From an optimization exercise on the open Yosys and OpenROAD flow, aimed at a short achievable clock period; shortcuts taken in it are not production practice. Function was not checked in any run shown here: the RTL went through the layout flow alone. Power and IR drop assume default switching activity.

<file path="config.mk">
export PLATFORM = sky130hd
export DESIGN_NAME = pwmcore
export DESIGN_NICKNAME = pwmcore
export VERILOG_FILES = /design/flow/design.v
export SDC_FILE = /design/flow/constraint.sdc
export NUM_CORES = 4
export LEC_CHECK = 0
export ABC_AREA = 1
export CAP_MARGIN = 20
export CORE_MARGIN = 2
export CORE_UTILIZATION = 40
export PLACE_DENSITY = 0.6
export SETUP_SLACK_MARGIN = 4.8
export SLEW_MARGIN = 20
export SYNTH_HIERARCHICAL = 1
export SYNTH_MINIMUM_KEEP_SIZE = 0
</file>
<file path="constraint.sdc">
create_clock -name core_clock -period 7.6 [get_ports {clk}]
set_input_delay 1.5200 -clock core_clock [delete_from_list [all_inputs] [get_ports {clk}]]
set_output_delay 1.5200 -clock core_clock [all_outputs]
set_load 0.01 [all_outputs]
</file>
<file path="design.v">
module pwmcore (
    input  wire        clk,
    input  wire        rst,           
    input  wire        cmd_valid,
    input  wire [31:0] cmd_word,
    output reg         resp_valid,
    output wire [31:0] resp_word,
    input  wire [7:0]  ev_in,
    output reg  [3:0]  pin_h,
    output reg  [3:0]  pin_l,
    output wire        irq_fault,
    output wire [3:0]  irq_match,
    output wire        irq_ovf
);
    localparam N = 4;
    function automatic pfx16(input [15:0] g_in, input [15:0] p_in);
        reg [15:0] g, p;
        integer s, j;
        begin
            g = g_in;
            p = p_in;
            for (s = 1; s < 16; s = s * 2)
                for (j = 0; j < 16; j = j + 2 * s) begin
                    g[j+2*s-1] = g[j+2*s-1] | (p[j+2*s-1] & g[j+s-1]);
                    p[j+2*s-1] = p[j+2*s-1] & p[j+s-1];
                end
            pfx16 = g[15];
        end
    endfunction
    function automatic [1:0] cmp16(input [15:0] a, input [15:0] b);
        reg [15:0] l, m;
        reg        lh, mh;
        integer s, j;
        begin
            l = ~a & b;
            m = a & ~b;
            for (s = 1; s < 16; s = s * 2)
                for (j = 0; j < 16; j = j + 2 * s) begin
                    lh = l[j+2*s-1];
                    mh = m[j+2*s-1];
                    l[j+2*s-1] = lh | (~mh & l[j+s-1]);
                    m[j+2*s-1] = mh | (~lh & m[j+s-1]);
                end
            cmp16 = {l[15], m[15]};
        end
    endfunction
    function automatic lt16(input [15:0] a, input [15:0] b);
        lt16 = cmp16(a, b) >> 1;
    endfunction
    function automatic eq16(input [15:0] a, input [15:0] b);
        eq16 = ~|cmp16(a, b);
    endfunction
    function automatic sum_ge(input [7:0] lo, input [7:0] hi, input [15:0] p);
        reg [8:0]  nq, s, b;
        reg [9:0]  c;
        integer j;
        begin
            nq = ~p[8:0];
            c[0] = 1'b0;
            for (j = 0; j < 9; j = j + 1) begin
                s[j]   = (j < 8 ? lo[j] ^ hi[j] : 1'b0) ^ nq[j];
                c[j+1] = (j < 8) ? ((lo[j] & hi[j]) | (lo[j] & nq[j]) | (hi[j] & nq[j])) : 1'b0;
            end
            b = {c[8:1], 1'b1};
            sum_ge = ~|p[15:9] & pfx16({7'd0, s & b}, {7'h7F, s | b});
        end
    endfunction
    function automatic [15:0] inc16(input [15:0] a);
        integer j;
        begin
            for (j = 0; j < 16; j = j + 1)
                inc16[j] = a[j] ^ (&(a | ~((16'd1 << j) - 16'd1)));
        end
    endfunction
    function automatic [15:0] dec16(input [15:0] a);
        integer j;
        begin
            for (j = 0; j < 16; j = j + 1)
                dec16[j] = a[j] ^ ~(|(a & ((16'd1 << j) - 16'd1)));
        end
    endfunction
    function automatic [9:0] dec10(input [9:0] a);
        integer j;
        begin
            for (j = 0; j < 10; j = j + 1)
                dec10[j] = a[j] ^ ~(|(a & ((10'd1 << j) - 10'd1)));
        end
    endfunction
    function automatic [7:0] dec8(input [7:0] a);
        integer j;
        begin
            for (j = 0; j < 8; j = j + 1)
                dec8[j] = a[j] ^ ~(|(a & ((8'd1 << j) - 8'd1)));
        end
    endfunction
    function automatic [17:0] step(input [15:0] c, input ph, input [15:0] per,
                                   input [15:0] per_m1, input md, input dir);
        reg [15:0] ci, cd, sc;
        reg        cz, sp, sb;
        begin
            ci = inc16(c);
            cd = dec16(c);
            cz = (c == 16'd0);
            sc = c; sp = ph; sb = 1'b0;
            if (md == 1'b0) begin
                if (dir == 1'b0) begin
                    if (cz) begin sc = per; sb = 1'b1; end
                    else sc = cd;
                end else begin
                    if (eq16(c, per)) begin sc = 16'd0; sb = 1'b1; end
                    else sc = ci;
                end
            end else begin
                if (dir == 1'b0) begin
                    if (ph == 1'b0 && !cz) sc = cd;
                    else begin
                        sc = ci;
                        if (eq16(c, per_m1)) begin sp = 1'b0; sb = 1'b1; end
                        else sp = 1'b1;
                    end
                end else begin
                    if (ph == 1'b0 && lt16(c, per)) sc = ci;
                    else begin
                        sc = cd;
                        if (c == 16'd1) begin sp = 1'b0; sb = 1'b1; end
                        else sp = 1'b1;
                    end
                end
            end
            step = {sc, sp, sb};
        end
    endfunction
    reg        enabled;
    reg        fstate;          
    reg        forced;
    reg        restart;         
    reg        safe;
    reg [7:0]  evmask;
    reg [N-1:0] match;
    reg        ovf;
    reg        faultif;
    reg        cfgerr;
    reg [7:0]  ev_prev;
    reg        resp_hi29;
    reg        ra31, ra28, rb, rc;
    reg [15:0] resp_lo;
    reg        pc_a, pc_e, pm_a, pm_e, pd_a, pd_e;
    wire       pend_car = pc_a & ~pc_e;
    wire       pend_max = pm_a & ~pm_e;
    wire       pend_dt  = pd_a & ~pd_e;
    reg [N-1:0] wr_r;           
    reg [31:0] cw;              
    reg [15:0] cw_pm1;          
    reg [N-1:0] cw_raw;         
    reg [N-1:0] r2_r;           
    reg [15:0] period;
    reg [15:0] period_m1;       
    reg        direction;       
    reg        mode;            
    reg [9:0]  div_m1;          
    reg [15:0] max_duty;
    reg [7:0]  dt_low  [0:N-1];
    reg [7:0]  dt_high [0:N-1];
    reg [15:0] ncnt_p;          
    reg        nphase_p;        
    reg        nbnd_p;          
    reg [15:0] ncnt_s;          
    reg        nphase_s;
    reg        nbnd_s;
    reg [9:0]  prem_p;          
    reg [9:0]  prem_d;          
    reg        phit_p;          
    reg        phit_d;          
    reg [15:0] pending_p [0:N-1];
    reg [15:0] active_p  [0:N-1];
    reg [N-1:0] raw_p;
    reg [7:0]  dt_p  [0:N-1];
    reg [7:0]  dt_a1 [0:N-1];   
    reg [7:0]  dt_a0 [0:N-1];   
    reg [N-1:0] a1z_r, a1o_r;   
    reg [N-1:0] a0z_r, a0o_r;   
    reg [N-1:0] lpp_r, lap_r, epp_r, eap_r;
    wire        tk  = enabled & phit_p;       
    wire        tkb = tk & nbnd_p;            
    wire [15:0] period_e    = pend_car ? cw[15:0] : period;
    wire [15:0] period_m1_e = pend_car ? cw_pm1 : period_m1;
    wire        direction_e = pend_car ? cw[27] : direction;
    wire        mode_e      = pend_car ? cw[26] : mode;
    wire [9:0]  div_m1_e    = pend_car ? dec10(cw[25:16]) : div_m1;
    wire [15:0] max_duty_e  = pend_max ? cw[15:0] : max_duty;
    wire [15:0] cw_init  = cw[27] ? 16'd1 : cw_pm1;
    wire [15:0] ncnt_e   = pend_car ? cw_init : (tk ? ncnt_s : ncnt_p);
    wire        nphase_e = ~pend_car & (tk ? nphase_s : nphase_p);
    wire        nbnd_e   = ~pend_car & (tk ? nbnd_s : nbnd_p);
    wire [9:0]  prem_e   = pend_car ? dec10(cw[25:16]) :
                           tk ? div_m1 : (enabled ? prem_d : prem_p);
    wire        phit_e   = pend_car ? (cw[25:16] == 10'd1) :
                           tk ? (div_m1 == 10'd0) : (enabled ? phit_d : phit_p);
    reg [7:0]  dt_low_e  [0:N-1];
    reg [7:0]  dt_high_e [0:N-1];
    reg [7:0]  dt_e      [0:N-1];
    reg [15:0] pending_e [0:N-1];
    reg [15:0] active_e  [0:N-1];
    reg [N-1:0] raw_e;
    integer i;
    always @(*) begin
        for (i = 0; i < N; i = i + 1) begin
            dt_low_e[i]  = (pend_dt && cw[25:24] == i) ? cw[15:8] : dt_low[i];
            dt_high_e[i] = (pend_dt && cw[25:24] == i) ? cw[7:0]  : dt_high[i];
            pending_e[i] = wr_r[i] ? cw[15:0] : pending_p[i];
            active_e[i]  = tkb ? pending_e[i] : active_p[i];
            raw_e[i]     = pend_car ? cw_raw[i] : (tk ? r2_r[i] : raw_p[i]);
            dt_e[i]      = pend_car ? 8'd0 : (tk ? (r2_r[i] ? dt_a1[i] : dt_a0[i]) : dt_p[i]);
        end
    end
    wire [17:0] st_s    = step(ncnt_s, nphase_s, period, period_m1, mode, direction);
    wire [17:0] st_c    = step(cw_init, 1'b0, cw[15:0], cw_pm1, cw[26], cw[27]);
    wire [15:0] s_cnt   = pend_car ? st_c[17:2] : (tk ? st_s[17:2] : ncnt_s);
    wire        s_phase = pend_car ? st_c[1]    : (tk ? st_s[1]    : nphase_s);
    wire        s_bnd   = pend_car ? st_c[0]    : (tk ? st_s[0]    : nbnd_s);
    reg [7:0] a1 [0:N-1];
    reg [7:0] a0 [0:N-1];
    reg [N-1:0] dz, z1, z0, d2;
    reg [7:0] dec;
    reg       d1;
    always @(*) begin
        for (i = 0; i < N; i = i + 1) begin
            dz[i] = pend_car | (tk ? (r2_r[i] ? a1z_r[i] : a0z_r[i]) : (dt_p[i] == 8'd0));
            d1    = pend_car | (tk ? (r2_r[i] ? a1o_r[i] : a0o_r[i]) : (dt_p[i][7:1] == 7'd0));
            d2[i] = (dt_e[i][7:2] == 6'd0) & ~(dt_e[i][1] & dt_e[i][0]);    
            dec   = (dt_e[i] == 8'd0) ? 8'd0 : dec8(dt_e[i]);
            a1[i] = raw_e[i] ? dec : dt_high_e[i];
            a0[i] = raw_e[i] ? dt_low_e[i] : dec;
            z1[i] = raw_e[i] ? d1 : (dt_high_e[i] == 8'd0);
            z0[i] = raw_e[i] ? (dt_low_e[i] == 8'd0) : d1;
        end
    end
    wire [3:0]  op       = cmd_word[31:28];
    wire [1:0]  ix       = cmd_word[25:24];
    wire [15:0] value    = cmd_word[15:0];
    wire [15:0] c_period = cmd_word[15:0];
    wire [9:0]  c_div    = cmd_word[25:16];
    wire        c_dir    = cmd_word[27];
    wire [7:0]  c_low    = cmd_word[15:8];
    wire [7:0]  c_high   = cmd_word[7:0];
    wire z_7_0   = ~|cmd_word[7:0];
    wire z_9_8   = ~|cmd_word[9:8];
    wire z_15_10 = ~|cmd_word[15:10];
    wire z_16    = ~cmd_word[16];
    wire z_23_17 = ~|cmd_word[23:17];
    wire z_25_24 = ~|cmd_word[25:24];
    wire z_27_26 = ~|cmd_word[27:26];
    wire z_15_0  = z_7_0 & z_9_8 & z_15_10;
    wire z_23_16 = z_16 & z_23_17;
    wire z_27_0  = z_15_0 & z_23_16 & z_25_24 & z_27_26;
    wire is_car = cmd_valid & (op == 4'h1);
    wire is_max = cmd_valid & (op == 4'h2);
    wire is_dt  = cmd_valid & (op == 4'h3);
    wire is_flt = cmd_valid & (op == 4'h4);
    wire is_sta = cmd_valid & (op == 4'h5);
    wire is_stp = cmd_valid & (op == 4'h6);
    wire is_wr  = cmd_valid & (op == 4'h7);
    wire is_rd  = cmd_valid & (op == 4'h8);
    wire is_fir = cmd_valid & (op == 4'h9);
    wire is_clr = cmd_valid & (op == 4'hA);
    wire is_st  = cmd_valid & (op == 4'hB);
    wire is_rf  = cmd_valid & (op == 4'hC);
    wire is_ack = cmd_valid & (op == 4'hD);
    wire lg_car = is_car;
    wire lg_max = is_max & z_23_16 & z_25_24 & z_27_26;
    wire lg_dt  = is_dt  & z_23_16 & z_27_26;
    wire lg_flt = is_flt & z_9_8 & z_15_10 & z_23_16 & z_25_24;
    wire lg_sta = is_sta & z_27_0;
    wire lg_stp = is_stp & z_27_0;
    wire lg_wr  = is_wr  & z_23_16 & z_27_26;
    wire lg_rd  = is_rd  & z_23_17 & z_15_0 & z_27_26;
    wire lg_fir = is_fir & z_15_0 & z_23_16 & ~cmd_word[27];
    wire lg_clr = is_clr & z_27_0;
    wire lg_st  = is_st  & z_27_0;
    wire lg_rf  = is_rf  & z_27_0;
    wire lg_ack = is_ack & z_15_10 & z_23_16 & z_25_24 & z_27_26;
    wire [N-1:0] cdt_ge, v_lt_act, v_lt_pend, c_lt_act;
    wire [N-1:0] m_lt_pp, m_eq_pp, m_lt_ap, m_eq_ap;
    wire [N-1:0] s_lt_pp, s_eq_pp, s_lt_ap, s_eq_ap;
    wire md_lt_v, md_lt_c, v_lt_per, dt_ge;
    wire lt_s_cw, eq_s_cw, lt_p_cw, eq_p_cw;
    genvar gc;
    generate
        for (gc = 0; gc < N; gc = gc + 1) begin : g_cmp
            pwmcore_sumge u_cdt  (.lo(dt_low[gc]), .hi(dt_high[gc]), .p(c_period), .ge(cdt_r[gc]));
            assign cdt_ge[gc] = (pend_dt && cw[25:24] == gc) ? cdt_cw : cdt_r[gc];
            pwmcore_cmp16 u_vact (.a(value), .b(active_p[gc]), .lt(v_lt_act[gc]), .eq());
            pwmcore_cmp16 u_vpnd (.a(value), .b(pending_p[gc]), .lt(v_lt_pr[gc]), .eq());
            assign v_lt_pend[gc] = wr_r[gc] ? v_lt_cw : v_lt_pr[gc];
            pwmcore_cmp16 u_cact (.a(c_period), .b(active_p[gc]), .lt(c_lt_act[gc]), .eq());
            pwmcore_cmp16 u_mpp  (.a(cw_pm1), .b(pending_p[gc]), .lt(m_lt_pp[gc]), .eq(m_eq_pp[gc]));
            pwmcore_cmp16 u_map  (.a(cw_pm1), .b(active_p[gc]), .lt(m_lt_ap[gc]), .eq(m_eq_ap[gc]));
            pwmcore_cmp16 u_spp  (.a(ncnt_s), .b(pending_p[gc]), .lt(s_lt_pp[gc]), .eq(s_eq_pp[gc]));
            pwmcore_cmp16 u_sap  (.a(ncnt_s), .b(active_p[gc]), .lt(s_lt_ap[gc]), .eq(s_eq_ap[gc]));
        end
    endgenerate
    wire [N-1:0] cdt_r, v_lt_pr;
    wire cdt_cw, v_lt_cw, cw_lt_v, md_lt_vr, cw_lt_c, md_lt_cr, v_lt_cwp, v_lt_pr1;
    wire dt_ge_cw, dt_ge_r;
    pwmcore_sumge u_cdtc (.lo(cw[15:8]), .hi(cw[7:0]), .p(c_period), .ge(cdt_cw));
    pwmcore_cmp16 u_vcw  (.a(value), .b(cw[15:0]), .lt(v_lt_cw), .eq());
    pwmcore_cmp16 u_cwv  (.a(cw[15:0]), .b(value), .lt(cw_lt_v), .eq());
    pwmcore_cmp16 u_mdv  (.a(max_duty), .b(value), .lt(md_lt_vr), .eq());
    pwmcore_cmp16 u_cwc  (.a(cw[15:0]), .b(c_period), .lt(cw_lt_c), .eq());
    pwmcore_cmp16 u_mdc  (.a(max_duty), .b(c_period), .lt(md_lt_cr), .eq());
    pwmcore_cmp16 u_vper (.a(value), .b(period), .lt(v_lt_pr1), .eq());
    pwmcore_sumge u_dtc  (.lo(c_low), .hi(c_high), .p(cw[15:0]), .ge(dt_ge_cw));
    pwmcore_sumge u_dt   (.lo(c_low), .hi(c_high), .p(period), .ge(dt_ge_r));
    assign md_lt_v  = pend_max ? cw_lt_v : md_lt_vr;
    assign md_lt_c  = pend_max ? cw_lt_c : md_lt_cr;
    assign v_lt_per = pend_car ? v_lt_cw : v_lt_pr1;
    assign dt_ge    = pend_car ? dt_ge_cw : dt_ge_r;
    pwmcore_cmp16 u_scw  (.a(ncnt_s), .b(cw[15:0]), .lt(lt_s_cw), .eq(eq_s_cw));
    pwmcore_cmp16 u_pcw  (.a(ncnt_p), .b(cw[15:0]), .lt(lt_p_cw), .eq(eq_p_cw));
    reg car_dt_bad, max_ap_bad;
    reg [N-1:0] car_raw;
    always @(*) begin
        car_dt_bad = 1'b0;
        max_ap_bad = 1'b0;
        for (i = 0; i < N; i = i + 1) begin
            if (cdt_ge[i])
                car_dt_bad = 1'b1;
            if (v_lt_act[i] || v_lt_pend[i])
                max_ap_bad = 1'b1;
            car_raw[i] = ~c_dir & c_lt_act[i] | c_dir & (|active_p[i]);
        end
    end
    wire er_flt = enabled;
    wire er_wr  = md_lt_v;
    wire cfgerr_e = cfgerr | ra28 | rb | rc;    
    wire er_sta = cfgerr_e;
    wire ok_flt = lg_flt & ~er_flt;
    wire ok_sta = lg_sta & ~er_sta;
    wire ok_stp = lg_stp;
    wire ok_wr  = lg_wr  & ~er_wr;
    wire ok_fir = lg_fir;
    wire ok_clr = lg_clr;
    wire ok_ack = lg_ack;
    wire cfe_a = (lg_car & (enabled | ~|c_period | ~|c_div)) | (lg_max & enabled) |
                 (lg_dt & enabled) | (lg_flt & er_flt) | (lg_wr & er_wr) | (lg_sta & er_sta);
    wire cfe_b = lg_car & (~md_lt_c | car_dt_bad) | lg_dt & dt_ge;
    wire cfe_c = lg_max & (~v_lt_per | max_ap_bad);
    wire legal = lg_car | lg_max | lg_dt | lg_flt | lg_sta | lg_stp | lg_wr |
                 lg_rd | lg_fir | lg_clr | lg_st | lg_rf | lg_ack;
    wire [N-1:0] wr_sel;
    genvar g;
    generate
        for (g = 0; g < N; g = g + 1) begin : g_wr
            assign wr_sel[g] = ok_wr & (ix == g);
        end
    endgenerate
    wire en1 = ok_sta | (enabled & ~ok_stp);
    wire tick   = en1 & phit_e;
    wire tick_b = tick & nbnd_e;
    wire fire_hit   = ok_fir & evmask[cmd_word[26:24]];
    wire fire_latch = fire_hit & ~fstate;
    wire fstate1    = fire_hit | (fstate & ~ok_clr);
    wire forced1    = forced | fire_latch;
    wire restart1   = ok_flt ? cmd_word[27] : restart;
    wire safe1      = ok_flt ? cmd_word[26] : safe;
    wire [7:0] evmask1 = ok_flt ? cmd_word[7:0] : evmask;
    wire fstate2 = fstate1 & ~(tick_b & restart1);
    wire forced2 = forced1 & ~(tick_b & ~fstate2);
    wire ev_any   = |(ev_in & ~ev_prev & evmask1);
    wire ev_latch = ev_any & ~fstate2;
    wire fstate_n  = fstate2 | ev_any;
    wire forced_n  = forced2 | ev_latch;
    wire faultif_n = ev_latch | fire_latch | (faultif & ~(ok_ack & cmd_word[9]));
    wire ovf_n     = tick_b | (ovf & ~(ok_ack & cmd_word[8]));
    wire vnz  = |value;
    wire bnd  = phit_e & nbnd_e;              
    wire ncz  = pend_car ? (cw_init == 16'd0) : (tk ? (ncnt_s == 16'd0) : (ncnt_p == 16'd0));
    reg [N-1:0] la, lp, ea, ep, r2, hit, match_n, h_n, l_n;
    always @(*) begin
        for (i = 0; i < N; i = i + 1) begin
            lp[i] = pend_car ? (cw[27] ? (|pending_p[i][15:1]) : m_lt_pp[i]) :
                    tk ? (wr_r[i] ? lt_s_cw : s_lt_pp[i]) :
                         (wr_r[i] ? lt_p_cw : lpp_r[i]);
            ep[i] = pend_car ? (cw[27] ? (pending_p[i] == 16'd1) : m_eq_pp[i]) :
                    tk ? (wr_r[i] ? eq_s_cw : s_eq_pp[i]) :
                         (wr_r[i] ? eq_p_cw : epp_r[i]);
            la[i] = pend_car ? (cw[27] ? (|active_p[i][15:1]) : m_lt_ap[i]) :
                    tk ? (nbnd_p ? (wr_r[i] ? lt_s_cw : s_lt_pp[i])
                                 : s_lt_ap[i]) :
                         lap_r[i];
            ea[i] = pend_car ? (cw[27] ? (active_p[i] == 16'd1) : m_eq_ap[i]) :
                    tk ? (nbnd_p ? (wr_r[i] ? eq_s_cw : s_eq_pp[i])
                                 : s_eq_ap[i]) :
                         eap_r[i];
            r2[i]  = bnd ? (wr_sel[i] ? (ncz & vnz) : lp[i]) : la[i];
            hit[i] = ~nphase_e & (bnd ? (wr_sel[i] ? (ncz & ~vnz) : ep[i]) : ea[i]);
            match_n[i] = (match[i] & ~(ok_ack & cmd_word[i])) | (tick & hit[i]);
            h_n[i] = en1 & (bnd ? (wr_sel[i] ? (ncz & z1[i] & vnz) : (lp[i] & z1[i]))
                                : (phit_e ? (la[i] & z1[i]) : (raw_e[i] & dz[i])));
            l_n[i] = en1 & (bnd ? (wr_sel[i] ? (~(ncz & vnz) & z0[i]) : (~lp[i] & z0[i]))
                                : (phit_e ? (~la[i] & z0[i]) : (~raw_e[i] & dz[i])));
        end
    end
    wire [15:0] flags_word = {2'b00, fstate, enabled, forced, cfgerr_e, faultif, ovf,
                              4'b0000, match};
    wire [15:0] rd_duty = cmd_word[16] ? pending_e[ix] : active_e[ix];
    wire [15:0] rd_data = ({16{lg_rd}} & rd_duty) |
                          ({16{lg_st}} & {15'd0, fstate}) |
                          ({16{lg_rf}} & flags_word);
    always @(posedge clk) begin
        resp_hi29 <= ~legal;
        resp_lo   <= rd_data;
        cw     <= cmd_word;
        cw_pm1 <= dec16(c_period);
        cw_raw <= car_raw;
        r2_r   <= r2;
        prem_d   <= dec10(prem_e);
        phit_d   <= (prem_e == 10'd1);
        for (i = 0; i < N; i = i + 1) begin
            dt_a1[i] <= a1[i];
            dt_a0[i] <= a0[i];
            a1z_r[i] <= z1[i];
            a1o_r[i] <= raw_e[i] ? d2[i] : (dt_high_e[i][7:1] == 7'd0);
            a0z_r[i] <= z0[i];
            a0o_r[i] <= raw_e[i] ? (dt_low_e[i][7:1] == 7'd0) : d2[i];
        end
        if (rst) begin
            enabled    <= 1'b0;
            fstate     <= 1'b0;
            forced     <= 1'b0;
            restart    <= 1'b0;
            safe       <= 1'b0;
            evmask     <= 8'h00;
            match      <= {N{1'b0}};
            ovf        <= 1'b0;
            faultif    <= 1'b0;
            cfgerr     <= 1'b0;
            ra31       <= 1'b0;
            ra28       <= 1'b0;
            rb         <= 1'b0;
            rc         <= 1'b0;
            ev_prev    <= 8'h00;
            resp_valid <= 1'b0;
            pin_h      <= {N{1'b0}};
            pin_l      <= {N{1'b0}};
            pc_a       <= 1'b0;
            pm_a       <= 1'b0;
            pd_a       <= 1'b0;
            lpp_r      <= {N{1'b0}};
            lap_r      <= {N{1'b0}};
            epp_r      <= {N{1'b0}};
            eap_r      <= {N{1'b0}};
            wr_r       <= {N{1'b0}};
            period    <= 16'hFFFF;
            period_m1 <= 16'hFFFE;
            direction <= 1'b0;
            mode      <= 1'b0;
            div_m1    <= 10'd0;
            max_duty  <= 16'd0;
            ncnt_p    <= 16'hFFFE;
            nphase_p  <= 1'b0;
            nbnd_p    <= 1'b0;
            ncnt_s    <= 16'hFFFD;
            nphase_s  <= 1'b0;
            nbnd_s    <= 1'b0;
            prem_p    <= 10'd0;
            phit_p    <= 1'b1;
            raw_p     <= {N{1'b0}};
            for (i = 0; i < N; i = i + 1) begin
                dt_low[i]    <= 8'd0;
                dt_high[i]   <= 8'd0;
                pending_p[i] <= 16'd0;
                active_p[i]  <= 16'd0;
                dt_p[i]      <= 8'd0;
            end
        end else begin
            enabled    <= en1;
            fstate     <= fstate_n;
            forced     <= forced_n;
            restart    <= restart1;
            safe       <= safe1;
            evmask     <= evmask1;
            match      <= match_n;
            ovf        <= ovf_n;
            faultif    <= faultif_n;
            cfgerr     <= cfgerr_e;
            ra31       <= ~legal | cfe_a;
            ra28       <= legal & cfe_a;
            rb         <= cfe_b;
            rc         <= cfe_c;
            ev_prev    <= ev_in;
            resp_valid <= cmd_valid;
            for (i = 0; i < N; i = i + 1) begin
                pin_h[i] <= forced_n ? safe1 : h_n[i];
                pin_l[i] <= forced_n ? safe1 : l_n[i];
            end
            pc_a       <= lg_car & ~(enabled | ~|c_period | ~|c_div);
            pc_e       <= ~md_lt_c | car_dt_bad;
            pm_a       <= lg_max & ~enabled;
            pm_e       <= ~v_lt_per | max_ap_bad;
            pd_a       <= lg_dt & ~enabled;
            pd_e       <= dt_ge;
            lpp_r      <= lp;
            lap_r      <= la;
            epp_r      <= ep;
            eap_r      <= ea;
            wr_r       <= wr_sel;
            period    <= period_e;
            period_m1 <= period_m1_e;
            direction <= direction_e;
            mode      <= mode_e;
            div_m1    <= div_m1_e;
            max_duty  <= max_duty_e;
            ncnt_p    <= ncnt_e;
            nphase_p  <= nphase_e;
            nbnd_p    <= nbnd_e;
            ncnt_s    <= s_cnt;
            nphase_s  <= s_phase;
            nbnd_s    <= s_bnd;
            prem_p    <= prem_e;
            phit_p    <= phit_e;
            raw_p     <= raw_e;
            for (i = 0; i < N; i = i + 1) begin
                dt_low[i]    <= dt_low_e[i];
                dt_high[i]   <= dt_high_e[i];
                pending_p[i] <= pending_e[i];
                active_p[i]  <= active_e[i];
                dt_p[i]      <= dt_e[i];
            end
        end
    end
    assign resp_word = {ra31 | rb | rc, 1'b0, resp_hi29, ra28 | rb | rc, 12'd0, resp_lo};
    assign irq_fault = faultif;
    assign irq_match = match;
    assign irq_ovf   = ovf;
endmodule
module pwmcore_cmp16 (
    input  wire [15:0] a,
    input  wire [15:0] b,
    output wire        lt,
    output wire        eq
);
    reg [15:0] l, m;
    reg        lh, mh;
    integer s, j;
    always @(*) begin
        l = ~a & b;
        m = a & ~b;
        for (s = 1; s < 16; s = s * 2)
            for (j = 0; j < 16; j = j + 2 * s) begin
                lh = l[j+2*s-1];
                mh = m[j+2*s-1];
                l[j+2*s-1] = lh | (~mh & l[j+s-1]);
                m[j+2*s-1] = mh | (~lh & m[j+s-1]);
            end
    end
    assign lt = l[15];
    assign eq = ~l[15] & ~m[15];
endmodule
module pwmcore_sumge (
    input  wire [7:0]  lo,
    input  wire [7:0]  hi,
    input  wire [15:0] p,
    output wire        ge
);
    reg [8:0]  nq, s, b;
    reg [9:0]  c;
    reg [15:0] g, pp;
    integer j, k;
    always @(*) begin
        nq = ~p[8:0];
        c[0] = 1'b0;
        for (j = 0; j < 9; j = j + 1) begin
            s[j]   = (j < 8 ? lo[j] ^ hi[j] : 1'b0) ^ nq[j];
            c[j+1] = (j < 8) ? ((lo[j] & hi[j]) | (lo[j] & nq[j]) | (hi[j] & nq[j])) : 1'b0;
        end
        b  = {c[8:1], 1'b1};
        g  = {7'd0, s & b};
        pp = {7'h7F, s | b};
        for (k = 1; k < 16; k = k * 2)
            for (j = 0; j < 16; j = j + 2 * k) begin
                g[j+2*k-1]  = g[j+2*k-1] | (pp[j+2*k-1] & g[j+k-1]);
                pp[j+2*k-1] = pp[j+2*k-1] & pp[j+k-1];
            end
    end
    assign ge = ~|p[15:9] & g[15];
endmodule
</file>
<file path="run.sh">
#!/bin/bash
# synth_recipe.tcl (not shown) runs the flow's synth.tcl, then flattens the netlist and writes it again
# the make line also repeats each setting of config.mk as NAME=value (left out here)
make -C /OpenROAD-flow-scripts/flow DESIGN_CONFIG=/design/flow/config.mk WORK_HOME=/design/flow/orfs CLKGATE_MAP_FILE= SYNTH_SCRIPT=/design/flow/synth_recipe.tcl finish
</file>
==> results of run 1 <==
==> final timing paths <==
kind / to / from
worst max-delay path: pm_e$_DFFE_PN_ / cmd_word[15]
worst min-delay path: restart$_SDFF_PP0_ / restart$_SDFF_PP0_
worst max register to register: pin_l[2]$_SDFF_PP0_ / pc_e$_DFFE_PN_
worst min register to register: restart$_SDFF_PP0_ / restart$_SDFF_PP0_
==> metrics by stage <==
step / cells / area, um2 / worst slack, ns / hold slack (ns) / util
2_1_floorplan: 7828 / 45000 / 4.47 / 0.446 / -
3_5_place_dp: 9279 / 47400 / 2.52 / 0.470 / 0.427
5_1_grt: 9577 / 53700 / 4.30 / 0.508 / 0.484
3_3_place_gp: 9279 / 47400 / 2.52 / 0.460 / 0.427
4_1_cts: 9513 / 52200 / 4.48 / 0.478 / 0.470
6_report: 9584 / 53700 / 4.35 / 0.480 / 0.484
==> critical path, stage by stage <==
cell                       delay (ns)
sky130_fd_sc_hd__buf_16          0.14
sky130_fd_sc_hd__buf_12          0.13
sky130_fd_sc_hd__buf_16          0.12
sky130_fd_sc_hd__buf_4           0.15
sky130_fd_sc_hd__nand2_1         0.08
sky130_fd_sc_hd__nand2_1         0.09
sky130_fd_sc_hd__nand2_2         0.08
sky130_fd_sc_hd__a21oi_4         0.18
sky130_fd_sc_hd__a21boi_2        0.19
sky130_fd_sc_hd__nand2_2         0.08
sky130_fd_sc_hd__or4_4           0.46
sky130_fd_sc_hd__a211oi_4        0.19
sky130_fd_sc_hd__buf_6           0.16
sky130_fd_sc_hd__nand3_2         0.06
==> flip-flops by register name, summed over array words and instances (netlist names), 16 cells and up <==
signal     cells
ncnt_s        16
cw            28
ncnt_p        16
dt_p          32
pending_p     64
dt_a1         32
period_m1     16
dt_high       32
active_p      64
max_duty      16
dt_low        32
period        16
resp_lo       16
cw_pm1        16
dt_a0         32
==> per-layer routing <==
layer | up-vias | wire length (um) | track usage
li1 | 24700 | - | -
met1 | 23400 | 81100 | 0.443
met2 | 2684 | 81700 | 0.488
met3 | 566 | 23700 | 0.0705
met4 | 10 | 13600 | 0.194
met5 | - | 73 | 0
==> power groups by stage <==
| stage | sequential (mW) | clock (mW) | combinational [mW] |
|---|---|---|---|
| CTS | 3.01 | 3.58 | 0.996 |
| global placement | 3.08 | 0 | 0.848 |
| floorplan | 3.08 | 0 | 0.507 |
| global route | 3.02 | 3.69 | 1.15 |
| finish | 3.02 | 3.56 | 1.07 |
| detailed placement | 3.08 | 0 | 0.862 |
==> what timing repair did <==
item / 4_1_cts / 5_1_grt
gates resized for setup: 472 / 232
cloned: 16 / 9
pin swaps: 60 / 70
buffers inserted: 87 / 55
endpoints found under the setup margin: 261 / 138
==> cell type report <==
| class | count | area (um2) |
|---|---|---|
| tap | 1488 | 1860 |
| antenna | 7 | 17.5 |
| timing repair buffer | 329 | 4020 |
| clock buffer | 103 | 2100 |
| inverter | 1274 | 5010 |
| timing repair inverter | 3 | 26.3 |
| multi-input combinational | 5790 | 29000 |
| clock inverter | 28 | 294 |
| sequential | 562 | 11400 |
| fill | 11500 | 57300 |
==> flow_summary.ini, run 1 <==
[detailed_routing]
detail_route.drc_violations = 0
final_antenna_net_count = 0
initialDrtViolationCount = 6322
drt-vias-per-instance = 5.36
post_drt_wl_per_cell_um = 20.9
vias = 51400
drt_pass1_iterations = 8
drt-total-wl_um = 200000

[critical_path]
required_ns = 8.01
worstPathArrival_ns = 3.66
reg2reg_slack_ns = 4.48
setup.worst_path.end_class = register
start_kind = primary input
timing.setup.critical_path_class = primary input to register
reg2reg_depth = 16
critical_path_peak_fanout = 6

[floorplanning]
std_cell_rows = 122
dieHeight_um = 339
placeableCoreArea_um2 = 111000
ioPinCount = 90
die_x_um = 339
die-area_um2 = 115000
start_util = 0.404

[cells_and_area]
post_route_cells_drive_above_1_share = 0.137
layout.nets = 8178
area.growth.synth_to_final_pct = 19.7
mostFrequentLayoutCell = sky130_fd_sc_hd__nand2_1
final_cell_mix = 2626 x sky130_fd_sc_hd__nand2_1, 1105 x sky130_fd_sc_hd__inv_1, 943 x sky130_fd_sc_hd__nor2_1

[worst_hold_path]
min_path_type = register to register
hold_path_cell_cnt = 2

[timing]
fin_tns_setup_ns = 0
finalHoldViolCount = 0
grt_setup_unrepaired = true
final_period_minus_worst_setup_slack_ns = 3.25
timing.final.max_slew_violations = 0
setup-violations-final = 0
fin_crit_sh = 0.427
timing.max_slew.rel_slack = 0.315
fmax_mhz = 308
worst_slew_pin_slew_ns = 1.03
clock_skew_ns = 0.0414

[clocking]
cts_htree_levels = 3
hold_buffers = 0
cts.sinks = 562
worst_path_clk_slew_ns = 0.07
cts_buffer_depth = 3
cts_made_buffers = 71
worst_skew_pair.late_latency_ns = 0.68
clockRootBuffer = sky130_fd_sc_hd__clkbuf_16
tritoncts = yes

[global_routing]
antenna_violations_before_repair = 13
globalRoute.totalOverflow = 0
gr-usage-all-layers = 0.331
grt_first_pass_wirelength_um = 288000
grt_pass1_vias = 45100
grt_start_max_net_pins = 95

[power_and_ir_drop]
share_seq_of_total_power = 0.394
internal_power_mw = 5.37
share_comb_of_total_power = 0.140
ir_worst_vdd_uv = 156
power_dens_cells_nw_per_um2 = 142
power_switching_share = 0.298
power_switching_mw = 2.28
clock_power_share = 0.465
static_leakage_nw = 27.3
power_mw = 7.65

[run_status]
run_status = timing/DRC/antenna clean

[job]
drv_cap = 0

[synth]
yosysWarningCount = 37
syn_area_um2 = 44900
synthesis.area_per_instance_um2 = 5.74
syn-instance-count = 7816

[placement]
detailed_place_hpwl_um = 138000
buffer_ports.inserted = 76
globalplace.congestion = 0.998
==> run 2: changes to the inputs <==
--- a/design.v
+++ b/design.v
@@ -244,40 +244,9 @@
     wire [7:0]  c_low    = cmd_word[15:8];
     wire [7:0]  c_high   = cmd_word[7:0];
-    wire z_7_0   = ~|cmd_word[7:0];
-    wire z_9_8   = ~|cmd_word[9:8];
-    wire z_15_10 = ~|cmd_word[15:10];
-    wire z_16    = ~cmd_word[16];
-    wire z_23_17 = ~|cmd_word[23:17];
-    wire z_25_24 = ~|cmd_word[25:24];
-    wire z_27_26 = ~|cmd_word[27:26];
-    wire z_15_0  = z_7_0 & z_9_8 & z_15_10;
-    wire z_23_16 = z_16 & z_23_17;
-    wire z_27_0  = z_15_0 & z_23_16 & z_25_24 & z_27_26;
-    wire is_car = cmd_valid & (op == 4'h1);
-    wire is_max = cmd_valid & (op == 4'h2);
-    wire is_dt  = cmd_valid & (op == 4'h3);
-    wire is_flt = cmd_valid & (op == 4'h4);
-    wire is_sta = cmd_valid & (op == 4'h5);
-    wire is_stp = cmd_valid & (op == 4'h6);
-    wire is_wr  = cmd_valid & (op == 4'h7);
-    wire is_rd  = cmd_valid & (op == 4'h8);
-    wire is_fir = cmd_valid & (op == 4'h9);
-    wire is_clr = cmd_valid & (op == 4'hA);
-    wire is_st  = cmd_valid & (op == 4'hB);
-    wire is_rf  = cmd_valid & (op == 4'hC);
-    wire is_ack = cmd_valid & (op == 4'hD);
-    wire lg_car = is_car;
-    wire lg_max = is_max & z_23_16 & z_25_24 & z_27_26;
-    wire lg_dt  = is_dt  & z_23_16 & z_27_26;
-    wire lg_flt = is_flt & z_9_8 & z_15_10 & z_23_16 & z_25_24;
-    wire lg_sta = is_sta & z_27_0;
-    wire lg_stp = is_stp & z_27_0;
-    wire lg_wr  = is_wr  & z_23_16 & z_27_26;
-    wire lg_rd  = is_rd  & z_23_17 & z_15_0 & z_27_26;
-    wire lg_fir = is_fir & z_15_0 & z_23_16 & ~cmd_word[27];
-    wire lg_clr = is_clr & z_27_0;
-    wire lg_st  = is_st  & z_27_0;
-    wire lg_rf  = is_rf  & z_27_0;
-    wire lg_ack = is_ack & z_15_10 & z_23_16 & z_25_24 & z_27_26;
+    wire lg_car, lg_max, lg_dt, lg_flt, lg_sta, lg_stp, lg_wr, lg_rd, lg_fir,
+         lg_clr, lg_st, lg_rf, lg_ack;
+    pwmcore_dec u_dec (.cmd_valid(cmd_valid), .cmd_word(cmd_word),
+                       .lg({lg_ack, lg_rf, lg_st, lg_clr, lg_fir, lg_rd, lg_wr,
+                            lg_stp, lg_sta, lg_flt, lg_dt, lg_max, lg_car}));
     wire [N-1:0] cdt_ge, v_lt_act, v_lt_pend, c_lt_act;
     wire [N-1:0] m_lt_pp, m_eq_pp, m_lt_ap, m_eq_ap;
@@ -376,5 +345,19 @@
     wire bnd  = phit_e & nbnd_e;              
     wire ncz  = pend_car ? (cw_init == 16'd0) : (tk ? (ncnt_s == 16'd0) : (ncnt_p == 16'd0));
-    reg [N-1:0] la, lp, ea, ep, r2, hit, match_n, h_n, l_n;
+    reg [N-1:0] la, lp, ea, ep;
+    wire [N-1:0] r2, match_n, ph_n, pl_n;
+    genvar gh;
+    generate
+        for (gh = 0; gh < N; gh = gh + 1) begin : g_ch
+            pwmcore_chan u_ch (
+                .en1(en1), .tick(tick), .bnd(bnd), .phit(phit_e), .nphase(nphase_e),
+                .wr(wr_sel[gh]), .ncz(ncz), .vnz(vnz),
+                .lp(lp[gh]), .la(la[gh]), .ep(ep[gh]), .ea(ea[gh]),
+                .z1(z1[gh]), .z0(z0[gh]), .dz(dz[gh]), .raw(raw_e[gh]),
+                .match(match[gh]), .ack(ok_ack & cmd_word[gh]),
+                .forced_n(forced_n), .safe(safe1),
+                .r2(r2[gh]), .match_n(match_n[gh]), .pin_h_n(ph_n[gh]), .pin_l_n(pl_n[gh]));
+        end
+    endgenerate
     always @(*) begin
         for (i = 0; i < N; i = i + 1) begin
@@ -393,11 +376,4 @@
                                  : s_eq_ap[i]) :
                          eap_r[i];
-            r2[i]  = bnd ? (wr_sel[i] ? (ncz & vnz) : lp[i]) : la[i];
-            hit[i] = ~nphase_e & (bnd ? (wr_sel[i] ? (ncz & ~vnz) : ep[i]) : ea[i]);
-            match_n[i] = (match[i] & ~(ok_ack & cmd_word[i])) | (tick & hit[i]);
-            h_n[i] = en1 & (bnd ? (wr_sel[i] ? (ncz & z1[i] & vnz) : (lp[i] & z1[i]))
-                                : (phit_e ? (la[i] & z1[i]) : (raw_e[i] & dz[i])));
-            l_n[i] = en1 & (bnd ? (wr_sel[i] ? (~(ncz & vnz) & z0[i]) : (~lp[i] & z0[i]))
-                                : (phit_e ? (~la[i] & z0[i]) : (~raw_e[i] & dz[i])));
         end
     end
@@ -492,6 +468,6 @@
             resp_valid <= cmd_valid;
             for (i = 0; i < N; i = i + 1) begin
-                pin_h[i] <= forced_n ? safe1 : h_n[i];
-                pin_l[i] <= forced_n ? safe1 : l_n[i];
+                pin_h[i] <= ph_n[i];
+                pin_l[i] <= pl_n[i];
             end
             pc_a       <= lg_car & ~(enabled | ~|c_period | ~|c_div);
@@ -586,2 +562,66 @@
     assign ge = ~|p[15:9] & g[15];
 endmodule
+module pwmcore_dec (
+    input  wire        cmd_valid,
+    input  wire [31:0] cmd_word,
+    output wire [12:0] lg
+);
+    wire [3:0] op = cmd_word[31:28];
+    wire z_7_0   = ~|cmd_word[7:0];
+    wire z_9_8   = ~|cmd_word[9:8];
+    wire z_15_10 = ~|cmd_word[15:10];
+    wire z_16    = ~cmd_word[16];
+    wire z_23_17 = ~|cmd_word[23:17];
+    wire z_25_24 = ~|cmd_word[25:24];
+    wire z_27_26 = ~|cmd_word[27:26];
+    wire z_15_0  = z_7_0 & z_9_8 & z_15_10;
+    wire z_23_16 = z_16 & z_23_17;
+    wire z_27_0  = z_15_0 & z_23_16 & z_25_24 & z_27_26;
+    wire is_car = cmd_valid & (op == 4'h1);
+    wire is_max = cmd_valid & (op == 4'h2);
+    wire is_dt  = cmd_valid & (op == 4'h3);
+    wire is_flt = cmd_valid & (op == 4'h4);
+    wire is_sta = cmd_valid & (op == 4'h5);
+    wire is_stp = cmd_valid & (op == 4'h6);
+    wire is_wr  = cmd_valid & (op == 4'h7);
+    wire is_rd  = cmd_valid & (op == 4'h8);
+    wire is_fir = cmd_valid & (op == 4'h9);
+    wire is_clr = cmd_valid & (op == 4'hA);
+    wire is_st  = cmd_valid & (op == 4'hB);
+    wire is_rf  = cmd_valid & (op == 4'hC);
+    wire is_ack = cmd_valid & (op == 4'hD);
+    wire lg_car = is_car;
+    wire lg_max = is_max & z_23_16 & z_25_24 & z_27_26;
+    wire lg_dt  = is_dt  & z_23_16 & z_27_26;
+    wire lg_flt = is_flt & z_9_8 & z_15_10 & z_23_16 & z_25_24;
+    wire lg_sta = is_sta & z_27_0;
+    wire lg_stp = is_stp & z_27_0;
+    wire lg_wr  = is_wr  & z_23_16 & z_27_26;
+    wire lg_rd  = is_rd  & z_23_17 & z_15_0 & z_27_26;
+    wire lg_fir = is_fir & z_15_0 & z_23_16 & ~cmd_word[27];
+    wire lg_clr = is_clr & z_27_0;
+    wire lg_st  = is_st  & z_27_0;
+    wire lg_rf  = is_rf  & z_27_0;
+    wire lg_ack = is_ack & z_15_10 & z_23_16 & z_25_24 & z_27_26;
+    assign lg = {lg_ack, lg_rf, lg_st, lg_clr, lg_fir, lg_rd, lg_wr,
+                 lg_stp, lg_sta, lg_flt, lg_dt, lg_max, lg_car};
+endmodule
+module pwmcore_chan (
+    input  wire en1, tick, bnd, phit, nphase,
+    input  wire wr, ncz, vnz,
+    input  wire lp, la, ep, ea,
+    input  wire z1, z0, dz, raw,
+    input  wire match, ack,
+    input  wire forced_n, safe,
+    output wire r2, match_n, pin_h_n, pin_l_n
+);
+    wire hit = ~nphase & (bnd ? (wr ? (ncz & ~vnz) : ep) : ea);
+    wire h_n = en1 & (bnd ? (wr ? (ncz & z1 & vnz) : (lp & z1))
+                          : (phit ? (la & z1) : (raw & dz)));
+    wire l_n = en1 & (bnd ? (wr ? (~(ncz & vnz) & z0) : (~lp & z0))
+                          : (phit ? (~la & z0) : (~raw & dz)));
+    assign r2      = bnd ? (wr ? (ncz & vnz) : lp) : la;
+    assign match_n = (match & ~ack) | (tick & hit);
+    assign pin_h_n = forced_n ? safe : h_n;
+    assign pin_l_n = forced_n ? safe : l_n;
+endmodule
==> run 2 against run 1 <==
Net effect: synthesized cell count rose by 0.18%; combinational power fell by 11%; hold slack improved by 0.0031 ns; clock skew fell by 0.016 ns; still clean; maximum frequency fell by 5.0%; cell area fell by 1.8%; highest routed layer unchanged; critical path depth rose by 9; sequential share of layout area rose by 0.46 points.
==> flow_summary.ini, run 2 <==
[critical_path]
worst_setup_path_endpoint = match[3]$_SDFF_PP0_
reg2reg_depth = 13
setup.worst_path.end_class = register
required_ns = 8.17
reg2reg_from = active_p[0][11]$_SDFF_PP0_
critical_path_peak_fanout = 5
worstPathArrival_ns = 3.99
reg2reg_slack_ns = 4.29
timing.setup.critical_path_class = primary input to register
start_kind = primary input
r2r-end = match[0]$_SDFF_PP0_
setup.worst_path.start = cmd_word[0]

[clocking]
cts_made_buffers = 72
hold_buffers = 0
worst_path_clk_slew_ns = 0.06
clockRootBuffer = sky130_fd_sc_hd__clkbuf_16
cts.sinks = 562
tritoncts = yes
cts_htree_levels = 3
worst_skew_pair.late_latency_ns = 0.66
cts_buffer_depth = 3

[global_routing]
grt_pass1_vias = 45900
globalRoute.totalOverflow = 0
gr-usage-all-layers = 0.322
grt_first_pass_wirelength_um = 282000
antenna_violations_before_repair = 6
grt_start_max_net_pins = 106

[detailed_routing]
final_antenna_net_count = 0
drt_pass1_iterations = 8
vias = 50900
post_drt_wl_per_cell_um = 20.1
detail_route.drc_violations = 0
drt-vias-per-instance = 5.33
drt-total-wl_um = 192000
initialDrtViolationCount = 5481

[cells_and_area]
layout_top_registers = active_p x64, pending_p x64
layout.nets = 8143
post_route_cells_drive_above_1_share = 0.128
area.growth.synth_to_final_pct = 17.7
final_cell_mix = 2595 x sky130_fd_sc_hd__nand2_1, 1150 x sky130_fd_sc_hd__inv_1, 904 x sky130_fd_sc_hd__nor2_1
post_layout_nonfiller_instances = 9538
final_area_um2 = 52700
utilization = 0.476
num-fill-cells = 11600
mostFrequentLayoutCell = sky130_fd_sc_hd__nand2_1

[run_status]
run_status = timing/DRC/antenna clean

[synth]
syn_area_um2 = 44800
yosysWarningCount = 37
syn-instance-count = 7830
synthesis.area_per_instance_um2 = 5.72

[power_and_ir_drop]
power_switching_mw = 2.18
static_leakage_nw = 26.7
share_seq_of_total_power = 0.398
power_switching_share = 0.286
clock_power_share = 0.477
share_comb_of_total_power = 0.126
internal_power_mw = 5.44
ir_worst_vdd_uv = 181
power_dens_cells_nw_per_um2 = 145

[job]
drv_cap = 0

[placement]
postPlaceCellArea_um2 = 47300
detailed_place_hpwl_um = 136000
buffer_ports.inserted = 76
globalplace.congestion = 0.981
post-place-cells = 9273

[timing]
clock_skew_ns = 0.0250
fmax_mhz = 293
fin_crit_sh = 0.450
timing.final.max_slew_violations = 0
finalHoldViolCount = 0
setup-violations-final = 0
grt_setup_unrepaired = true
worst_slew_pin_slew_ns = 1.24
fin_tns_setup_ns = 0
timing.max_slew.rel_slack = 0.163
final_period_minus_worst_setup_slack_ns = 3.42

[floorplanning]
dieHeight_um = 339
start_util = 0.404
ioPinCount = 90
std_cell_rows = 122
placeableCoreArea_um2 = 111000
die_x_um = 339
die-area_um2 = 115000

[worst_hold_path]
min_path_type = register to register
min_from = div_m1[7]$_SDFFE_PP0P_
## run 2: power groups by stage
stage	sequential, mW	combinational (mW)	clock [mW]
floorplan	3.08	0.508	0
finish	3.03	0.956	3.63
global route	3.03	1.04	3.78
CTS	3.03	0.902	3.66
detailed placement	3.10	0.822	0
global placement	3.10	0.806	0
## run 2: how the worst min path moves through the flow
stage / endpoint / slack, ns / cells past startpoint
global route: period_m1[4]$_SDFFE_PP1P_ / 0.51 / 2
global placement: div_m1[7]$_SDFFE_PP0P_ / 0.47 / 2
detailed placement: div_m1[7]$_SDFFE_PP0P_ / 0.47 / 2
CTS: div_m1[7]$_SDFFE_PP0P_ / 0.48 / 2
finish: div_m1[7]$_SDFFE_PP0P_ / 0.48 / 2
floorplan: period_m1[9]$_SDFFE_PP1P_ / 0.44 / 2
## run 2: final cells by class
class,instances,area [um2],area share
multi-input cells,5774,28800,0.546
repair buffers,297,3190,0.0605
inverters,1287,4990,0.0947
clock buffers,101,2050,0.0389
flip-flops and latches,562,11400,0.216
repair inverters,2,15.0,0.000285
diodes,2,5.00,0.0000950
clock inverters,25,400,0.00760
well taps,1488,1860,0.0353
## run 2: what timing repair did
item                                    4_1_cts  5_1_grt
gates cloned                                 11        1
buffers inserted                             73       52
pin swaps                                    47       54
resized for setup                           401      222
endpoints found under the setup margin      332      211
## run 2: through the flow
| stage | setup slack, ns | power, mW | hold WS (ns) |
|---|---|---|---|
| after floorplan | 4.07 | 3.59 | 0.443 |
| after global placement | 2.30 | 3.90 | 0.467 |
| after detailed placement | 2.83 | 3.92 | 0.475 |
| after CTS | 4.15 | 7.59 | 0.482 |
| after global routing | 4.08 | 7.84 | 0.508 |
| final | 4.18 | 7.62 | 0.483 |
## run 2: worst max-delay path, cell delays in order
cell and delay (ns):
sky130_fd_sc_hd__buf_12 0.11, sky130_fd_sc_hd__buf_12 0.14, sky130_fd_sc_hd__inv_12 0.05, sky130_fd_sc_hd__ha_4 0.13
sky130_fd_sc_hd__nand2_4 0.05, sky130_fd_sc_hd__nor2_4 0.11, sky130_fd_sc_hd__nand2_4 0.09, sky130_fd_sc_hd__nor2_4 0.20
sky130_fd_sc_hd__nand2_2 0.07, sky130_fd_sc_hd__nor2_1 0.09, sky130_fd_sc_hd__inv_1 0.06, sky130_fd_sc_hd__or2_4 0.24
sky130_fd_sc_hd__nor2_4 0.10, sky130_fd_sc_hd__nand2_2 0.08, sky130_fd_sc_hd__nor2_4 0.10, sky130_fd_sc_hd__buf_12 0.14
sky130_fd_sc_hd__nand2_8 0.10, sky130_fd_sc_hd__buf_4 0.19, sky130_fd_sc_hd__o21ai_4 0.13, sky130_fd_sc_hd__nand2_1 0.09
sky130_fd_sc_hd__o21ai_2 0.06, sky130_fd_sc_hd__inv_1 0.04, sky130_fd_sc_hd__nor2_1 0.07
## run 2: metal layers
metal | track usage | wire length [um] | up-vias
li1 | - | - | 24700
met2 | 0.510 | 83600 | 2380
met1 | 0.422 | 79600 | 23300
met3 | 0.0501 | 18200 | 503
met4 | 0.164 | 10600 | 4
met5 | 0 | 30 | -
==> run 3: changes to the inputs <==
--- a/config.mk
+++ b/config.mk
@@ -6,5 +6,5 @@
 export NUM_CORES = 4
 export LEC_CHECK = 0
-export ABC_AREA = 1
+export ABC_CLOCK_PERIOD_IN_PS = 2500
 export CAP_MARGIN = 20
 export CORE_MARGIN = 2
==> run 3 against run 2 <==
Net effect: synthesized cell count shrank 26%; clock-buffer cell count shrank 11; cell area grew 3.4%; clock skew grew 0.022 ns; routed wire length grew 5.6%; sequential cell count is the same; via count shrank 7.8%; sequential share of layout area shrank 0.67 points; critical path type unchanged; highest routed layer unchanged; global-route usage grew 2.1 points; synthesized area shrank 0.55%.
==> flow_summary.ini, run 3 <==
[run_status]
run_status = timing/DRC/antenna clean

[critical_path]
worstPathBufferInverterCount = 1
timing.setup.critical_path_class = primary input to register
crit_path_max_incr_delay_ns = 0.56
worstPathArrival_ns = 4.88
start_kind = primary input
critical_path_peak_fanout = 5
crit_slowest_cell = sky130_fd_sc_hd__or4_4
required_ns = 8.19
crit_path_cell_trace = buf_8 > or4_4 > nor4_4 > nor2b_4 > mux2i_1 > nor3b_1 > or4_4 > nor4_4 > o21ai_4 > nand2b_4 > or3b_1 > o311ai_1 > nor2b_1
setup.worst_path.end_class = register
cp_top_family = simple AND/OR/NAND/NOR gates

[job]
drv_cap = 0

[clocking]
cts_made_buffers = 68
tritoncts = yes
worst_skew_pair.late_latency_ns = 0.68
clockRootBuffer = sky130_fd_sc_hd__clkbuf_16
cts_buffer_depth = 3
hold_buffers = 0
cts.sinks = 562
worst_path_clk_slew_ns = 0.06
cts_htree_levels = 3

[floorplanning]
die_x_um = 338
start_util = 0.403
dieHeight_um = 338
placeableCoreArea_um2 = 111000
die-area_um2 = 114000
std_cell_rows = 122
ioPinCount = 90

[detailed_routing]
vias = 46900
final_antenna_net_count = 0
initialDrtViolationCount = 6017
drt-total-wl_um = 203000
drt-vias-per-instance = 6.17
detail_route.drc_violations = 0
post_drt_wl_per_cell_um = 26.7
drt_pass1_iterations = 6

[synth]
syn_area_um2 = 44500
syn-instance-count = 5801
yosysWarningCount = 37
synthesis.area_per_instance_um2 = 7.68

[power_and_ir_drop]
ir_worst_vdd_uv = 195
static_leakage_nw = 20.9
power_dens_cells_nw_per_um2 = 139

[timing]
grt_setup_unrepaired = true
setup-violations-final = 0
timing.max_slew.rel_slack = 0.0348
final_period_minus_worst_setup_slack_ns = 4.30
timing.final.max_slew_violations = 0
clock_skew_ns = 0.0468
final.setup.worst_slack_ns = 3.30
fin_tns_setup_ns = 0
worst_slew_pin_slew_ns = 1.45
fin_crit_sh = 0.565
finalHoldViolCount = 0
fmax_mhz = 233

[global_routing]
gr-usage-all-layers = 0.343
globalRoute.totalOverflow = 0
grt_first_pass_wirelength_um = 289000
grt_start_max_net_pins = 205
grt_pass1_vias = 43000
antenna_violations_before_repair = 13

[cells_and_area]
mostFrequentLayoutCell = sky130_fd_sc_hd__nor2_1
utilization = 0.493
total_area_of_multi_input_combinational_cells_um2 = 31400
layout_top_registers = active_p x64, pending_p x64
final_cell_mix = 573 x sky130_fd_sc_hd__nor2_1, 542 x sky130_fd_sc_hd__nand2_1, 501 x sky130_fd_sc_hd__dfxtp_1
layout.nets = 6189
num-fill-cells = 10600
area.growth.synth_to_final_pct = 22.3
post_route_cells_drive_above_1_share = 0.200
ff_latch_area_um2 = 11400

[worst_hold_path]
min_path_type = register to register

[placement]
buffer_ports.inserted = 76
globalplace.congestion = 0.978
detailedPlace.worstSlack_ns = 1.72
detailed_place_hpwl_um = 125000
run 3: repair_timing:
item / in CTS / in global routing
buffers inserted: 153 / 50
gates resized for setup: 556 / 172
setup endpoints to repair: 250 / 162
pin swaps: 78 / 66
gates cloned: 27 / 6
run 3: final cells by class:
type / count / share of cell area
Clock inverter: 33 / 0.00893
Timing Repair Buffer: 409 / 0.0910
Tap cell: 1488 / 0.0342
Sequential cell: 562 / 0.210
Clock buffer: 90 / 0.0351
Inverter: 614 / 0.0434
Antenna cell: 16 / 0.000735
Multi-Input combinational cell: 4387 / 0.577
run 3: worst min-delay path: stages (launching register included):
cell and delay [ns]:
sky130_fd_sc_hd__dfxtp_1 0.32, sky130_fd_sc_hd__nand2_1 0.05, sky130_fd_sc_hd__a21oi_1 0.05
run 3: worst paths after layout:
kind / start / to / slack, ns / depth (start not counted)
max: cmd_word[25] / pin_h[1]$_SDFF_PP0_ / 3.30 / 13
min: period_m1[0]$_SDFFE_PP0P_ / period_m1[0]$_SDFFE_PP0P_ / 0.47 / 2
max reg2reg: cw[5]$_DFF_P_ / pin_h[1]$_SDFF_PP0_ / 3.80 / 15
min reg2reg: period_m1[0]$_SDFFE_PP0P_ / period_m1[0]$_SDFFE_PP0P_ / 0.47 / 2
run 3: metrics by stage:
step           total power, mW  cells  cell area [um2]  hold WS [ns]
2_1_floorplan             3.54   5813            45000         0.437
3_3_place_gp              3.91   7224            47200         0.458
3_5_place_dp              3.92   7224            47200         0.465
4_1_cts                   7.52   7527            53300         0.476
5_1_grt                   7.77   7586            54400         0.498
6_report                  7.59   7599            54500         0.474
run 3: routing by layer:
metal	global-route usage	up-vias	wire [um]
met4	0.211	2	14700
li1	-	20800	-
met1	0.438	22400	78600
met3	0.0948	796	25200
met5	0	-	11
met2	0.510	2879	84200
run 3: where the power goes:
group,internal [mW],switching [mW]
sequential,2.97,0.0513
clock,2.02,1.49
combinational,0.376,0.686
total,5.36,2.23

re-timing with driven ports:
The results above use ideal ports. As a check the final layouts listed here were re-extracted and re-timed, cells and wires unchanged. Step 1 assumes that a clkbuf_16 drives the clock port and a buf_2 every other input. Step 2 also shifts input and output timing later by t, the mid clock arrival at the registers, as if the neighbouring blocks saw the same clock. Three values: no drivers, after step 1, after step 2; two values: the first two.
run | t, ns | setup slack, ns | hold WS [ns]
run 1 | 0.732 | 4.352 / 4.267 / 3.536 | 0.480 / 0.480 / 0.480
run 2 | 0.720 | 4.181 / 4.165 / 3.445 | 0.483 / 0.483 / 0.483
run 3 | 0.726 | 3.303 / 3.314 / 2.589 | 0.474 / 0.474 / 0.474
After both steps every run listed still meets setup and hold. The setup slack of run 1, which loses most, moves by -0.085 ns with the drivers and by -0.816 ns with both steps.
